From an optimization exercise on the open Yosys and OpenROAD flow, aimed at small area; shortcuts taken in it are not production practice.
Function was checked by simulation only, so behaviour that the tests miss may differ from the original.
Power and IR drop assume default switching activity.

Setup of run A:
Design ws_core, start of the top module:
module ws_core (
    input  wire        clk,
    input  wire        rst,           
    input  wire        cmd_valid,
    input  wire [7:0]  cmd,
    output wire        cmd_ready,
    output wire [7:0]  status,
    output wire [31:0] t_out,
    output wire [31:0] h_out,
    output wire [31:0] p_out,
    output wire        bus_req,
    output wire        bus_we,
    output wire [7:0]  bus_addr,
    output wire [3:0]  bus_len,
    output wire [7:0]  bus_wdata,
    input  wire        bus_ack,
    input  wire        bus_fail,
    input  wire [63:0] bus_rdata
);
Settings: LEC_CHECK=0, ABC_AREA=1, CAP_MARGIN=10, CORE_MARGIN=2, CORE_UTILIZATION=50, PLACE_DENSITY=0.6, SLEW_MARGIN=10, SYNTH_MEMORY_MAX_BITS=65536; clock period 60.0 ns.
standard.sh (not shown) runs the stock make flow with config.mk's settings and CLKGATE_MAP_FILE= SYNTH_SCRIPT=/design/flow/synth_recipe.tcl, a recipe that flattens the netlist after the stock synthesis.
==> flow/flow/run.sh <==
#!/bin/bash
# Own layout flow: the standard flow, with
#  - the combinational logic of the synthesis mapped again by ABC with an
#    area-oriented script (flow/better.script) and without the full-adder
#    extraction; the registers are those of the standard synthesis (the flow
#    checks their names and cell types and falls back to the standard
#    netlist if they differ);
#  - smaller port buffers and a clock tree of smaller buffers.
# Every tool's output goes to a log file of its own in this folder.
set -uo pipefail
W=$(pwd)
RES=$W/orfs/results/${FLOW_PLATFORM}/ws_core/base
LOGS=$W/logs_own
mkdir -p $LOGS

# 1. standard synthesis
bash standard.sh synth > $LOGS/1_standard_synth.log 2>&1 || exit 1

# 2. the same synthesis with another ABC script, in a work folder of its own
sed "s|log_cmd abc {\*}\$abc_args|log_cmd abc {*}[lreplace \$abc_args 1 1 $W/flow/better.script]|" \
    $FLOW_HOME/scripts/synth.tcl > $W/flow_synth_orfs.tcl
sed "s|source \$::env(SCRIPTS_DIR)/synth.tcl|source $W/flow_synth_orfs.tcl|" \
    $W/synth_recipe.tcl > $W/flow_synth.tcl
SYN=$W/orfs_own
make -C $FLOW_HOME DESIGN_CONFIG=$W/config.mk WORK_HOME=$SYN CLKGATE_MAP_FILE= \
    SYNTH_SCRIPT=$W/flow_synth.tcl ADDER_MAP_FILE= \
    $SYN/results/${FLOW_PLATFORM}/ws_core/base/1_2_yosys.v > $LOGS/2_own_synth.log 2>&1
OWN=$SYN/results/${FLOW_PLATFORM}/ws_core/base/1_2_yosys.v

# 3. keep it only if its registers are the standard synthesis's
regs() { python3 $W/flow/regs.py "$1"; }
if [[ -s $OWN ]] && regs $RES/1_2_yosys.v > $LOGS/regs_std.txt && regs $OWN > $LOGS/regs_own.txt \
   && cmp -s $LOGS/regs_std.txt $LOGS/regs_own.txt; then
    echo "own synthesis kept" > $LOGS/3_choice.log
    cp $OWN $RES/1_2_yosys.v
    rm -f $RES/1_synth.odb $RES/1_synth.sdc
else
    echo "standard synthesis kept" > $LOGS/3_choice.log
fi

# 4. the rest of the standard flow
bash standard.sh \
    "BUFFER_PORTS_ARGS=-buffer_cell sky130_fd_sc_hd__buf_1" \
    "CTS_ARGS=-sink_clustering_enable -repair_clock_nets -buf_list sky130_fd_sc_hd__clkbuf_16 -dont_use_dummy_load -sink_clustering_size 30 -sink_clustering_max_diameter 80" \
    finish > $LOGS/4_standard_finish.log 2>&1 || exit 1
==> flow/flow/better.script <==
strash
&get -n
&deepsyn -T 120
&put
&get -n
&dch -f
&nf -R 1000
&put
Other scripts of this flow, unchanged in this note and not shown: flow/flow/regs.py
Run A did not stop at any stage, and its layout met the timing, DRC and antenna checks.
diff inputs: run A => run B
-- flow/flow/run.sh --
<<< run A, line 42
bash standard.sh \
    "BUFFER_PORTS_ARGS=-buffer_cell sky130_fd_sc_hd__buf_1" \
    "CTS_ARGS=-sink_clustering_enable -repair_clock_nets -buf_list sky130_fd_sc_hd__clkbuf_16 -dont_use_dummy_load -sink_clustering_size 30 -sink_clustering_max_diameter 80" \
    finish > $LOGS/4_standard_finish.log 2>&1 || exit 1
>>> run B, line 42
bash standard.sh \
    "BUFFER_PORTS_ARGS=-buffer_cell sky130_fd_sc_hd__buf_1" \
    "CTS_ARGS=-sink_clustering_enable -repair_clock_nets -buf_list sky130_fd_sc_hd__clkbuf_8 -dont_use_dummy_load -sink_clustering_size 16 -sink_clustering_max_diameter 50" \
    finish > $LOGS/4_standard_finish.log 2>&1 || exit 1
Findings:
- The cell leakage power of run B and that of run A are within noise of each other.
- On number of signal-net inverters in the final layout, run A tracks run B almost exactly.
- Register-to-register slack was higher in the run labelled run B.
- Run B against run A: area overhead of the layout relative to synthesis shrank by 0.28 points, actual transition at the worst max-transition pin shrank by 36 ps, final area held steady, worst slew margin relative to its limit grew by 2.3 points.
- NOTE maximum clock frequency run A->run B increased slightly
The inputs of run C differ from those of run B as listed below.
-- flow/flow/run.sh --
<<< run B, line 42
bash standard.sh \
    "BUFFER_PORTS_ARGS=-buffer_cell sky130_fd_sc_hd__buf_1" \
    "CTS_ARGS=-sink_clustering_enable -repair_clock_nets -buf_list sky130_fd_sc_hd__clkbuf_8 -dont_use_dummy_load -sink_clustering_size 16 -sink_clustering_max_diameter 50" \
    finish > $LOGS/4_standard_finish.log 2>&1 || exit 1
>>> run C, line 42
bash standard.sh \
    "BUFFER_PORTS_ARGS=-buffer_cell sky130_fd_sc_hd__buf_1" \
    "CTS_ARGS=-sink_clustering_enable -repair_clock_nets -buf_list sky130_fd_sc_hd__clkbuf_8 -dont_use_dummy_load -sink_clustering_size 20 -sink_clustering_max_diameter 60" \
    finish > $LOGS/4_standard_finish.log 2>&1 || exit 1
==> flow/flow/better.script <==
strash
&get -n
&deepsyn -T 40
&put
&get -n
&dch -f
&nf -R 1000
&put
Findings:
Diff run B -> run C | mean instance size in the synthesized netlist | down by a few percent
STATUS overall die area: run C loses against run B
Net count of the finished layout grows by a few percent when moving from run B to run C.
From run B to run C the numbers moved as follows: layout inverter count without the clock tree dropped 3.8%, count of cells along the worst register-to-register path went down 7, clock-pin slew on the worst setup and hold paths closely matched the old numbers.


== before ==
ws_core again, from the RTL that the note above started with.
// ws_core
module ws_core (
    input  wire        clk,
    input  wire        rst,           
    input  wire        cmd_valid,
    input  wire [7:0]  cmd,
    output wire        cmd_ready,
    output wire [7:0]  status,
    output wire [31:0] t_out,
    output wire [31:0] h_out,
    output wire [31:0] p_out,
    output wire        bus_req,
    output wire        bus_we,
    output wire [7:0]  bus_addr,
    output wire [3:0]  bus_len,
    output wire [7:0]  bus_wdata,
    input  wire        bus_ack,
    input  wire        bus_fail,
    input  wire [63:0] bus_rdata
);
    localparam [4:0] O_IDLE = 5'd0, O_LD = 5'd1, O_ADD = 5'd2, O_SUB = 5'd3,
                     O_MUL = 5'd16, O_SRA = 5'd18, O_SRL = 5'd19, O_SHL = 5'd20,
                     O_ST = 5'd4, O_DIV = 5'd17, O_MVA = 5'd5, O_LDMB = 5'd6,
                     O_SKN = 5'd8, O_SKP = 5'd9, O_SKNZ = 5'd10, O_JMP = 5'd7,
                     O_BW = 5'd24, O_BR = 5'd25, O_BRAW = 5'd26, O_INS = 5'd11,
                     O_ENDI = 5'd12, O_ENDG = 5'd13, O_BRL = 5'd27;
    localparam [2:0] S_N = 3'd0, S_W = 3'd1, S_C = 3'd2, S_K = 3'd3,
                     S_R16 = 3'd4, S_R8 = 3'd5, S_RNL = 3'd6, S_RNH = 3'd7;
    reg  [7:0]  pc;
    reg         ph;
    reg  [4:0]  cnt;
    reg  [31:0] acc, ma, mb;
    reg         acc32;               
    reg  [31:0] w0, w1, w2, w3;      
    reg  [1:0]  wph;                 
    reg  [255:0] cr;                 
    reg  [3:0]  cph;                 
    reg         lc, rvalid, esticky;
    reg  [1:0]  err;
    wire busy = (pc != 8'd0);
    assign cmd_ready = !busy;
    assign status    = {2'b00, err, esticky, rvalid, lc, busy};
    assign t_out = acc;
    assign h_out = mb;
    assign p_out = ma;
    wire [15:0] rom_word;
  ...
export LEC_CHECK = 0
export ABC_AREA = 1
export CAP_MARGIN = 10
export CORE_MARGIN = 2
export CORE_UTILIZATION = 50
export PLACE_DENSITY = 0.6
export SLEW_MARGIN = 10
export SYNTH_MEMORY_MAX_BITS = 65536
create_clock -name core_clock -period 60.0 [get_ports {clk}]
==> flow/flow/run.sh <==
#!/bin/bash
# Own layout flow: the standard flow, with
#  - the combinational logic of the synthesis mapped again by ABC with an
#    area-oriented script (flow/better.script) and without the full-adder
#    extraction; the registers are those of the standard synthesis (the flow
#    checks their names and cell types and falls back to the standard
#    netlist if they differ);
#  - smaller port buffers and a clock tree of smaller buffers.
# Every tool's output goes to a log file of its own in this folder.
set -uo pipefail
W=$(pwd)
RES=$W/orfs/results/${FLOW_PLATFORM}/ws_core/base
LOGS=$W/logs_own
mkdir -p $LOGS

# 1. standard synthesis
bash standard.sh synth > $LOGS/1_standard_synth.log 2>&1 || exit 1

# 2. the same synthesis with another ABC script, in a work folder of its own
sed "s|log_cmd abc {\*}\$abc_args|log_cmd abc {*}[lreplace \$abc_args 1 1 $W/flow/better.script]|" \
    $FLOW_HOME/scripts/synth.tcl > $W/flow_synth_orfs.tcl
sed "s|source \$::env(SCRIPTS_DIR)/synth.tcl|source $W/flow_synth_orfs.tcl|" \
    $W/synth_recipe.tcl > $W/flow_synth.tcl
SYN=$W/orfs_own
make -C $FLOW_HOME DESIGN_CONFIG=$W/config.mk WORK_HOME=$SYN CLKGATE_MAP_FILE= \
    SYNTH_SCRIPT=$W/flow_synth.tcl ADDER_MAP_FILE= \
    $SYN/results/${FLOW_PLATFORM}/ws_core/base/1_2_yosys.v > $LOGS/2_own_synth.log 2>&1
OWN=$SYN/results/${FLOW_PLATFORM}/ws_core/base/1_2_yosys.v

# 3. keep it only if its registers are the standard synthesis's
regs() { python3 $W/flow/regs.py "$1"; }
if [[ -s $OWN ]] && regs $RES/1_2_yosys.v > $LOGS/regs_std.txt && regs $OWN > $LOGS/regs_own.txt \
   && cmp -s $LOGS/regs_std.txt $LOGS/regs_own.txt; then
    echo "own synthesis kept" > $LOGS/3_choice.log
    cp $OWN $RES/1_2_yosys.v
    rm -f $RES/1_synth.odb $RES/1_synth.sdc
else
    echo "standard synthesis kept" > $LOGS/3_choice.log
fi

# 4. the rest of the standard flow
bash standard.sh \
    "BUFFER_PORTS_ARGS=-buffer_cell sky130_fd_sc_hd__buf_1" \
    "CTS_ARGS=-sink_clustering_enable -repair_clock_nets -buf_list sky130_fd_sc_hd__clkbuf_16 -dont_use_dummy_load -sink_clustering_size 30 -sink_clustering_max_diameter 80" \
    finish > $LOGS/4_standard_finish.log 2>&1 || exit 1
==> flow/flow/better.script <==
strash
&get -n
&deepsyn -T 40
&put
&get -n
&dch -f
&nf -R 1000
&put
Other scripts of this flow, unchanged in this note and not shown: flow/flow/regs.py
> inputs changed (before -> after)
diff --git a/flow/flow/run.sh b/flow/flow/run.sh
--- a/flow/flow/run.sh
+++ b/flow/flow/run.sh
@@ -44 +44 @@
-    "CTS_ARGS=-sink_clustering_enable -repair_clock_nets -buf_list sky130_fd_sc_hd__clkbuf_16 -dont_use_dummy_load -sink_clustering_size 30 -sink_clustering_max_diameter 80" \
+    "CTS_ARGS=-sink_clustering_enable -repair_clock_nets -buf_list sky130_fd_sc_hd__clkbuf_8 -dont_use_dummy_load -sink_clustering_size 20 -sink_clustering_max_diameter 60" \
==> flow/flow/better.script <==
strash
&get -n
&deepsyn -T 120
&put
&get -n
&dch -f
&nf -R 1000
&put
## What came out
after against before: finished layout cell area moved down; area of the multi-input gates shows a reduction of about 2.8%; number of instances in the synthesized netlist went down by 54.

re-timing with driven ports:
The results above use ideal ports. As a check the final layouts listed here were re-extracted and re-timed, cells and wires unchanged. Step 1 assumes that a clkbuf_16 drives the clock port and a buf_2 every other input. Step 2 also shifts input and output timing later by t, the mid clock arrival at the registers, as if the neighbouring blocks saw the same clock. Slacks: ideal / step 1 / step 2; pairs: ideal / step 1.
run	t, ns	slack for setup (ns)	worst setup path at the end	clock arrival spread, ns
run A	0.595	35.741 / 35.769 / 35.174	input to register	0.067 / 0.067
run B	0.627	35.824 / 35.847 / 35.220	input to register	0.089 / 0.089
run C	0.644	37.737 / 37.761 / 37.117	input to register	0.050 / 0.050
before	0.596	37.695 / 37.723 / 37.128	input to register	0.103 / 0.103
after	0.628	35.813 / 35.837 / 35.209	input to register	0.088 / 0.088
After both steps every run listed still meets setup and hold. The setup slack of run C, which loses most, moves by +0.024 ns with the drivers and by -0.620 ns with both steps.
